Source: an optimization exercise on an open RTL-to-GDS flow (aim: small area). Production flows keep margins and buffers that such runs may drop. Function was checked by simulation only, so behaviour that the tests miss may differ from the original. Power figures rest on the tool's default switching activity, not on a simulated workload.

<file path="flow/design.v">
module mkb_debounce #(
    parameter N_DEB = 16
) (
    input  wire clk,
    input  wire rst,
    input  wire acc,         
    input  wire key_in,
    input  wire key_valid,
    output reg  settled,     
    output wire level        
);
    reg  [N_DEB-1:0] deb_sr;
    wire             seed  = key_in & key_valid;
    wire [N_DEB-1:0] sr_n  = {deb_sr[N_DEB-2:0], key_in};
    wire             ones  = (sr_n == {N_DEB{1'b1}});
    wire             zeros = (sr_n == {N_DEB{1'b0}});
    wire             shift = acc & key_valid;
    assign level = (shift & ones)  ? 1'b1 :
                   (shift & zeros) ? 1'b0 : settled;
    always @(posedge clk) begin
        if (rst) begin
            deb_sr  <= {N_DEB{seed}};
            settled <= seed;
        end else if (shift) begin
            deb_sr <= sr_n;
            if (ones)
                settled <= 1'b1;
            else if (zeros)
                settled <= 1'b0;
        end
    end
endmodule
module mkb_morse_table (
    input  wire [11:0] w,
    output reg         hit,
    output reg  [7:0]  ch
);
    always @(*) begin
        hit = 1'b1;
        case (w)
            12'h039: ch = 8'h61;  
            12'h356: ch = 8'h62;  
            12'h366: ch = 8'h63;  
            12'h0D6: ch = 8'h64;  
            12'h00D: ch = 8'h65;  
            12'h365: ch = 8'h66;  
            12'h0DA: ch = 8'h67;  
            12'h355: ch = 8'h68;  
            12'h035: ch = 8'h69;  
            12'h3A9: ch = 8'h6A;  
            12'h0E6: ch = 8'h6B;  
            12'h359: ch = 8'h6C;  
            12'h03A: ch = 8'h6D;  
            12'h036: ch = 8'h6E;  
            12'h0EA: ch = 8'h6F;  
            12'h369: ch = 8'h70;  
            12'h39A: ch = 8'h71;  
            12'h0D9: ch = 8'h72;  
            12'h0D5: ch = 8'h73;  
            12'h00E: ch = 8'h74;  
            12'h0E5: ch = 8'h75;  
            12'h395: ch = 8'h76;  
            12'h0E9: ch = 8'h77;  
            12'h396: ch = 8'h78;  
            12'h3A6: ch = 8'h79;  
            12'h35A: ch = 8'h7A;  
            12'hEA9: ch = 8'h31;  
            12'hEA5: ch = 8'h32;  
            12'hE95: ch = 8'h33;  
            12'hE55: ch = 8'h34;  
            12'hD55: ch = 8'h35;  
            12'hD56: ch = 8'h36;  
            12'hD5A: ch = 8'h37;  
            12'hD6A: ch = 8'h38;  
            12'hDAA: ch = 8'h39;  
            12'hEAA: ch = 8'h30;  
            default: begin
                hit = 1'b0;
                ch  = 8'h00;
            end
        endcase
    end
endmodule
module mkb_decoder #(
    parameter [31:0] DIT_MS        = 60,
    parameter [31:0] DIT_MAX_UNITS = 2,
    parameter [31:0] BREAK_UNITS   = 7
) (
    input  wire        clk,
    input  wire        rst,
    input  wire        seed,        
    input  wire        acc,         
    input  wire        level,       
    input  wire [31:0] now,         
    output wire        done,        
    output wire [7:0]  ch,          
    output wire        nomatch      
);
    localparam [1:0] S_EMPTY = 2'b00, S_DIT = 2'b01, S_DAH = 2'b10, S_BREAK = 2'b11;
    reg        dec_prev;
    reg [31:0] t_last;
    reg [11:0] sym_word;    
    reg [2:0]  sym_idx;
    wire [31:0] el = now - t_last;
    wire [31:0] u  = el / DIT_MS;
    wire        le = (u <= DIT_MAX_UNITS);
    wire        ge = (u >= BREAK_UNITS);
    wire        nz = (sym_idx != 3'd0);
    wire mark_end   = acc &  dec_prev & ~level;
    wire mark_begin = acc & ~dec_prev &  level;
    wire brk        = acc & ~dec_prev & ge & nz;    
    function [11:0] push_word;
        input [11:0] buf_w;
        input [2:0]  idx;
        input [1:0]  sym;
        begin
            if (idx < 3'd6) begin
                push_word = buf_w;
                push_word[2*idx +: 2] = sym;
            end else begin
                push_word = {sym, buf_w[11:2]};
            end
        end
    endfunction
    wire [1:0]  mark_sym  = le ? S_DIT : S_DAH;
    wire [11:0] mark_word = push_word(sym_word, sym_idx, mark_sym);
    wire [2:0]  mark_idx  = (sym_idx < 3'd6) ? sym_idx + 3'd1 : 3'd6;
    wire [11:0] brk_word  = push_word(sym_word, sym_idx, S_BREAK);
    wire       hit;
    wire [7:0] tbl_ch;
    mkb_morse_table u_table (
        .w   (brk_word),
        .hit (hit),
        .ch  (tbl_ch)
    );
    assign done    = brk & hit;
    assign nomatch = brk & ~hit;
    assign ch      = done ? tbl_ch : 8'h00;
    always @(posedge clk) begin
        if (rst) begin
            dec_prev <= seed;
            t_last   <= 32'd0;
            sym_word <= 12'd0;
            sym_idx  <= 3'd0;
        end else if (acc) begin
            dec_prev <= level;
            if (mark_end) begin
                sym_word <= mark_word;
                sym_idx  <= mark_idx;
                t_last   <= now;
            end else begin
                if (mark_begin)
                    t_last <= now;
                if (brk) begin
                    sym_word <= 12'd0;
                    sym_idx  <= 3'd0;
                end
            end
        end
    end
endmodule
module mkb_keymap (
    input  wire [7:0] c,
    output reg        valid,
    output reg  [7:0] code
);
    always @(*) begin
        valid = 1'b1;
        if (c >= 8'h61 && c <= 8'h7A)
            code = c - 8'h5D;            
        else if (c >= 8'h31 && c <= 8'h39)
            code = c - 8'h13;            
        else if (c == 8'h30)
            code = 8'h27;                
        else if (c == 8'h20)
            code = 8'h2C;                
        else begin
            valid = 1'b0;
            code  = 8'h00;
        end
    end
endmodule
module mkb_pipe #(
    parameter [15:0] HOLD_MS   = 16'd10,
    parameter [7:0]  SHIFT_MOD = 8'h02
) (
    input  wire        clk,
    input  wire        rst,
    input  wire        sample_tick,
    input  wire        ms_tick,
    input  wire        drain_tick,
    input  wire        shift_in,
    input  wire        shift_valid,
    input  wire        done,
    input  wire [7:0]  ch,
    output wire        acc,
    output reg  [31:0] ms_count,
    output reg         rep_valid,
    output reg  [7:0]  rep_code,
    output reg  [7:0]  rep_mod,
    output reg         unsup,
    output wire [5:0]  fifo_cnt_o,
    output wire        stall_o,
    output wire        busy_o
);
    localparam IDLE = 1'b0, HOLD = 1'b1;
    reg [8:0]  fifo_mem [0:31];
    reg [4:0]  fifo_rd;
    reg [4:0]  fifo_wr;
    reg [5:0]  fifo_cnt;
    reg        pend_valid;
    reg [8:0]  pend_ev;
    reg        dstate;
    reg [15:0] hold_cnt;
    wire fifo_full  = (fifo_cnt == 6'd32);
    wire fifo_empty = (fifo_cnt == 6'd0);
    assign acc        = sample_tick & ~pend_valid;
    assign fifo_cnt_o = fifo_cnt;
    assign stall_o    = pend_valid;
    assign busy_o     = (dstate == HOLD);
    wire [8:0] ev       = {shift_in & shift_valid, ch};
    wire       push     = pend_valid ? ~fifo_full : (done & ~fifo_full);
    wire [8:0] push_val = pend_valid ? pend_ev : ev;
    wire [8:0] head = fifo_mem[fifo_rd];
    wire       kv;
    wire [7:0] kcode;
    mkb_keymap u_keymap (
        .c     (head[7:0]),
        .valid (kv),
        .code  (kcode)
    );
    wire pop = (dstate == IDLE) & drain_tick & ~fifo_empty;
    always @(*) begin
        rep_valid = 1'b0;
        rep_code  = 8'h00;
        rep_mod   = 8'h00;
        unsup     = 1'b0;
        if (!rst) begin
            if (dstate == IDLE) begin
                if (pop) begin
                    if (kv) begin
                        rep_valid = 1'b1;
                        rep_code  = kcode;
                        rep_mod   = head[8] ? SHIFT_MOD : 8'h00;
                    end else begin
                        unsup = 1'b1;
                    end
                end
            end else if (hold_cnt == 16'd0) begin
                rep_valid = 1'b1;
            end
        end
    end
    always @(posedge clk) begin
        if (rst) begin
            fifo_rd    <= 5'd0;
            fifo_wr    <= 5'd0;
            fifo_cnt   <= 6'd0;
            pend_valid <= 1'b0;
            pend_ev    <= 9'd0;
            dstate     <= IDLE;
            hold_cnt   <= 16'd0;
            ms_count   <= 32'd0;
        end else begin
            if (pend_valid) begin
                if (!fifo_full)
                    pend_valid <= 1'b0;
            end else if (sample_tick && done && fifo_full) begin
                pend_ev    <= ev;
                pend_valid <= 1'b1;
            end
            if (dstate == IDLE) begin
                if (pop && kv) begin
                    hold_cnt <= HOLD_MS;
                    dstate   <= HOLD;
                end
            end else begin
                if (hold_cnt == 16'd0)
                    dstate <= IDLE;
                else if (ms_tick)
                    hold_cnt <= hold_cnt - 16'd1;
            end
            if (push)
                fifo_wr <= fifo_wr + 5'd1;
            if (pop)
                fifo_rd <= fifo_rd + 5'd1;
            fifo_cnt <= fifo_cnt + {5'd0, push} - {5'd0, pop};
            if (ms_tick)
                ms_count <= ms_count + 32'd1;
        end
    end
    always @(posedge clk) begin
        if (!rst && push)
            fifo_mem[fifo_wr] <= push_val;
    end
endmodule
module mkb_core (
    input  wire       clk,
    input  wire       rst,
    input  wire       sample_tick,
    input  wire       ms_tick,
    input  wire       drain_tick,
    input  wire       key_in,
    input  wire       key_valid,
    input  wire       shift_in,
    input  wire       shift_valid,
    output wire       rep_valid,
    output wire [7:0] rep_code,
    output wire [7:0] rep_mod,
    output wire       char_valid_o,
    output wire [7:0] char_o,
    output wire       nomatch_o,
    output wire       unsup_o,
    output wire       settled_o,
    output wire [5:0] fifo_cnt_o,
    output wire       stall_o,
    output wire       busy_o
);
    localparam [31:0] DIT_MS        = 60;
    localparam [31:0] DIT_MAX_UNITS = 2;
    localparam [31:0] BREAK_UNITS   = 7;
    localparam [15:0] HOLD_MS       = 16'd10;
    localparam [7:0]  SHIFT_MOD     = 8'h02;
    wire        acc;
    wire        level;
    wire        settled;
    wire [31:0] ms_count;
    wire        done;
    wire [7:0]  ch;
    wire        nomatch;
    mkb_debounce #(.N_DEB(16)) u_deb (
        .clk       (clk),
        .rst       (rst),
        .acc       (acc),
        .key_in    (key_in),
        .key_valid (key_valid),
        .settled   (settled),
        .level     (level)
    );
    mkb_decoder #(
        .DIT_MS        (DIT_MS),
        .DIT_MAX_UNITS (DIT_MAX_UNITS),
        .BREAK_UNITS   (BREAK_UNITS)
    ) u_dec (
        .clk     (clk),
        .rst     (rst),
        .seed    (key_in & key_valid),
        .acc     (acc),
        .level   (level),
        .now     (ms_count),
        .done    (done),
        .ch      (ch),
        .nomatch (nomatch)
    );
    mkb_pipe #(
        .HOLD_MS   (HOLD_MS),
        .SHIFT_MOD (SHIFT_MOD)
    ) u_pipe (
        .clk         (clk),
        .rst         (rst),
        .sample_tick (sample_tick),
        .ms_tick     (ms_tick),
        .drain_tick  (drain_tick),
        .shift_in    (shift_in),
        .shift_valid (shift_valid),
        .done        (done),
        .ch          (ch),
        .acc         (acc),
        .ms_count    (ms_count),
        .rep_valid   (rep_valid),
        .rep_code    (rep_code),
        .rep_mod     (rep_mod),
        .unsup       (unsup_o),
        .fifo_cnt_o  (fifo_cnt_o),
        .stall_o     (stall_o),
        .busy_o      (busy_o)
    );
    assign char_valid_o = done & ~rst;
    assign char_o       = rst ? 8'h00 : ch;
    assign nomatch_o    = nomatch & ~rst;
    assign settled_o    = settled;
endmodule
</file>
<file path="flow/run.sh">
#!/bin/bash
# synth_recipe.tcl (not shown) runs the flow's synth.tcl, then flattens the netlist and writes it again
# the make line also repeats each setting of config.mk as NAME=value (left out here)
make -C /OpenROAD-flow-scripts/flow DESIGN_CONFIG=/design/flow/config.mk WORK_HOME=/design/flow/orfs CLKGATE_MAP_FILE= SYNTH_SCRIPT=/design/flow/synth_recipe.tcl finish
</file>
<file path="flow/config.mk">
export PLATFORM = sky130hd
export DESIGN_NAME = mkb_core
export DESIGN_NICKNAME = mkb_core
export VERILOG_FILES = /design/flow/design.v
export SDC_FILE = /design/flow/constraint.sdc
export NUM_CORES = 4
export LEC_CHECK = 0
export CAP_MARGIN = 20
export CORE_MARGIN = 2
export CORE_UTILIZATION = 40
export PLACE_DENSITY = 0.6
export SLEW_MARGIN = 20
</file>
<file path="flow/constraint.sdc">
create_clock -name core_clock -period 25.0 [get_ports {clk}]
set_input_delay 5.0000 -clock core_clock [delete_from_list [all_inputs] [get_ports {clk}]]
set_output_delay 5.0000 -clock core_clock [all_outputs]
set_load 0.01 [all_outputs]
</file>
==> reports/qor.txt <==
ROUTING
----------------------------------------------------------------------------------
Via density per instance ............................................         5.83
Antenna-violating nets left .........................................            0
DRT Wirelength ......................................................      58.9 mm
WL per Instance .....................................................      19.1 um
Number of DRC markers in iteration 0 ................................        1,448
DR DRC count ........................................................            0
Total vias in the final route .......................................       18,000
Total iterations of the first detailed-routing run ..................            5

CLOCKING
----------------------------------------------------------------------------------
Gates resized, CTS repair ...........................................            0
Clock slew at reported path FFs .....................................        60 ps
Worst-case clock buffer depth .......................................            3
Cts bufs inserted ...................................................           44
Clk root buf ........................................................    clkbuf_16
CTS H-tree lvls .....................................................            2
# Post-CTS Setup Buffers ............................................            0
Number of clock sinks ...............................................          399
Number of hold-repair buffers added at the cts stage ................            0
Clock latency reported for the late side of the worst-skew pair .....       590 ps
CTS tree ............................................................         done

CELLS AND AREA
----------------------------------------------------------------------------------
Non-filler cells, final .............................................        3,089
Most common library cell in the layout ignoring fill and taps .......     edfxtp_1
Finished layout cell area ...........................................   26,500 um2
Fill cell count .....................................................        5,499
Number of nets in the finished design ...............................        2,349
Final Core Density ..................................................        44.8%
Commonest cells after routing, fill and taps aside .................. edfxtp_1 (273), nor2_1 (246), nand2_1 (175)
Signed area change from the synthesized netlist to the final layout .        10.7%
Fraction of layout cells with a size suffix above 1 .................        12.2%
Final antenna diode count ...........................................            0

CRITICAL PATH
----------------------------------------------------------------------------------
Reg2Reg Depth .......................................................           47
Highest-delay cell along the critical path ..........................    a2bb2oi_1
Required time reported for the critical path endpoint ...............    20,000 ps
Crit-path max cell delay ............................................       720 ps
Crit Path Class ..................................................... flop to output pin
Critical path capture point type ....................................   output pin
Endpoint arrival time on the critical path ..........................    16,200 ps
Maximum fanout count along the critical path ........................           17
Critical path startpoint category ...................................         flop

POWER
----------------------------------------------------------------------------------
Relative contribution of sequential cells to total power ............        31.4%
Combinational fraction of design power ..............................        42.0%
P_sw ................................................................     0.906 mW
Peak supply drop ....................................................    0.0609 mV
Int Power ...........................................................      1.51 mW
Static leakage power ................................................      9.00 nW
Switching power as a share of total power ...........................        37.5%
P per Cell Area .....................................................  91.2 nW/um2
Share of power burned in the clock network ..........................        26.6%

STA
----------------------------------------------------------------------------------
Unrepaired setup endpoints after global routing .....................           no
Minimum clock period after layout ...................................    21,200 ps
Worst rel slew slack ................................................        29.6%
Worst-case hold slack ...............................................       470 ps
Maximum achievable frequency ........................................   0.0472 GHz
Final sum of negative setup slack ...................................         0 ps
Finish-stage setup viols ............................................            0
Worst-case clock skew ...............................................      22.4 ps
Final clock period utilization by the worst path ....................        84.8%
Final hold violation count ..........................................            0
Max-slew violation count ............................................            0
Actual slew at the worst max-slew pin ...............................      1050 ps

YOSYS
----------------------------------------------------------------------------------
Share of the yosys chip area belonging to registers .................        44.9%
Post-synth top area share ...........................................        34.3%
Number of flops mapped to enable cells by yosys .....................          273
Total of flip-flops plus latches after synthesis ....................          399
Yosys top cell by area ..............................................     edfxtp_1
Post-synth top flop .................................................     edfxtp_1
Biggest area contributors in the synthesized netlist ................ edfxtp_1 (34%), dfxtp_1 (11%), mux4_2 (7.5%)
Netlist Area Pre-Place ..............................................   23,900 um2
Number of warning messages in the yosys log .........................            5
Post-synthesis async set-or-reset flop share ........................           0%
Count of mapped cells out of synthesis ..............................        2,272
Number of different library cells in the post-synthesis netlist .....          124
Average size of a mapped cell .......................................     10.5 um2

FLOORPLAN
----------------------------------------------------------------------------------
Effective utilization at floorplan ..................................        40.5%
DIE AREA ............................................................   61,700 um2
Die Wd ..............................................................       248 um
Total I/O pin count .................................................           46
Number of rows in the core area .....................................           89
Vert. Die Dim .......................................................       248 um
CORE AREA ...........................................................   59,000 um2

GLOBAL ROUTING
----------------------------------------------------------------------------------
Global-route wire length before repair ..............................      93.5 mm
Congestion Overflow GR ..............................................            0
GRT Util Overall ....................................................        18.4%
Vias in the first global route ......................................       17,000
Number of antenna violations at the first check in global routing ...            1
Pin count of the biggest net entering global routing ................           93

PLACE
----------------------------------------------------------------------------------
Placer Congestion ...................................................        0.893
Port Buffers ........................................................           35
Placed Cells ........................................................        3,009
Detailed-placement wirelength estimate ..............................      41.8 mm
Placement Cell Area .................................................   25,000 um2

WORST HOLD PATH
----------------------------------------------------------------------------------
Hold-critical path depth ............................................            1
Min-Delay Path Class ................................................ flop to flop

RUN
----------------------------------------------------------------------------------
Max capacitance violation total .....................................            0

RUN STATUS
----------------------------------------------------------------------------------
Result of the run ................................................... complete, no violations

## layer usage
layer  part of all wire [%]  global-route usage, %  vias up
met5                  0.022                      0        -
met4                    1.7                   3.78        2
met3                    5.1                   2.92       71
met2                     47                   30.3      481
met1                     46                   25.8     8815
li1                       -                      -     8653
## kinds of logic after synthesis
| kind of cell | share of synthesized area (%) |
|---|---|
| xor+xnor | 3.88 |
| simple gates | 16.9 |
| other cells | 0.0157 |
| compound gates | 16.8 |
| mux | 10.9 |
| fa+ha+maj | 3.14 |
| buf+inv | 3.51 |
| flops | 44.9 |
## power by group through the flow
stage	clock (mW)	combinational (mW)	sequential, mW
6_report	0.642	1.01	0.758
5_1_grt	0.681	1.10	0.764
4_1_cts	0.656	1.01	0.760
3_5_place_dp	0	1.00	0.773
3_3_place_gp	0	0.990	0.772
2_1_floorplan	0	0.807	0.752
## synth_stat cells (45+ instances only)
master and n:
edfxtp_1 273, nor2_1 247, nand2_1 176, dfxtp_1 126
a21oi_1 108, inv_1 99, o21ai_0 90, mux4_2 80
nand3_1 72, clkbuf_1 60, ha_1 56, nor3_1 56
mux2i_1 55, xor2_1 54, xnor2_1 50, and2_1 45
## cell type report
class                           count  area (um2)  share of cell area, %
Sequential cell                   399       10700                   40.5
Clock inverter                     27         289                   1.09
Timing Repair Buffer               55         498                   1.88
Clock buffer                       53        1150                   4.36
Tap cell                          773         967                   3.65
Multi-Input combinational cell   1680       12400                   47.0
Inverter                          102         383                   1.45
## final timing paths
| kind | start | slack, ps | to |
|---|---|---|---|
| worst max-delay path | u_dec.t_last[20] | 3800 | char_o[3] |
| worst min-delay path | u_pipe.pend_ev[5] | 470 | u_pipe.pend_ev[5] |
| worst max register to register | u_dec.t_last[20] | 8700 | u_pipe.fifo_mem[31][6] |
| worst min register to register | u_pipe.pend_ev[5] | 470 | u_pipe.pend_ev[5] |
## critical path, delay by kind of cell, from the launching register on
family,cells,cell delay [ps]
AO/OA/AOI/OAI,26,8580
AND/OR/NAND/NOR,15,4340
multiplexers,3,1240
buffers and inverters,2,590
adder cells (fa/ha/maj),1,490
flip-flops,1,340
## sequential cells by signal (all words and copies together), names as in the netlist, 3 cells and up, named ones only
name             flops
u_deb.deb_sr        15
u_dec.sym_word      12
u_pipe.pend_ev       8
u_pipe.ms_count     32
u_pipe.hold_cnt     16
u_pipe.fifo_rd       5
u_pipe.fifo_wr       5
u_dec.sym_idx        3
u_dec.t_last        32
u_pipe.fifo_mem    256
u_pipe.fifo_cnt      6
## per-stage QoR
| step | worst slack (ps) | power, mW |
|---|---|---|
| 2_1_floorplan | 7560 | 1.56 |
| 5_1_grt | 2510 | 2.55 |
| 4_1_cts | 4040 | 2.42 |
| 3_5_place_dp | 4740 | 1.77 |
| 6_report | 3800 | 2.41 |
| 3_3_place_gp | 5190 | 1.76 |

==> separate check: timing with driven ports <==
How much do the figures lean on ideal ports? The routed layout below was timed once more, with nothing changed but the port constraints. Step 1 sets driving cells, clkbuf_16 on the clock port and buf_2 on the other inputs (assumed; they add their load-dependent delay and slew). Step 2 moves the port delays by t, midway between the first and last clock arrival at a register: inputs arrive t later, outputs are due t later. That takes back most of the time a late clock gives input paths. Slacks: ideal ports / drivers / drivers and shift; pairs: ideal ports / drivers.
t, ns: 0.633
setup slack, ns: 3.797 / 3.743 / 4.376
hold WS [ns]: 0.470 / 0.470 / 0.470
After both steps setup and hold are still met in this run. For this run, drivers alone change the setup slack by -0.054 ns; drivers and shift together by +0.579 ns.
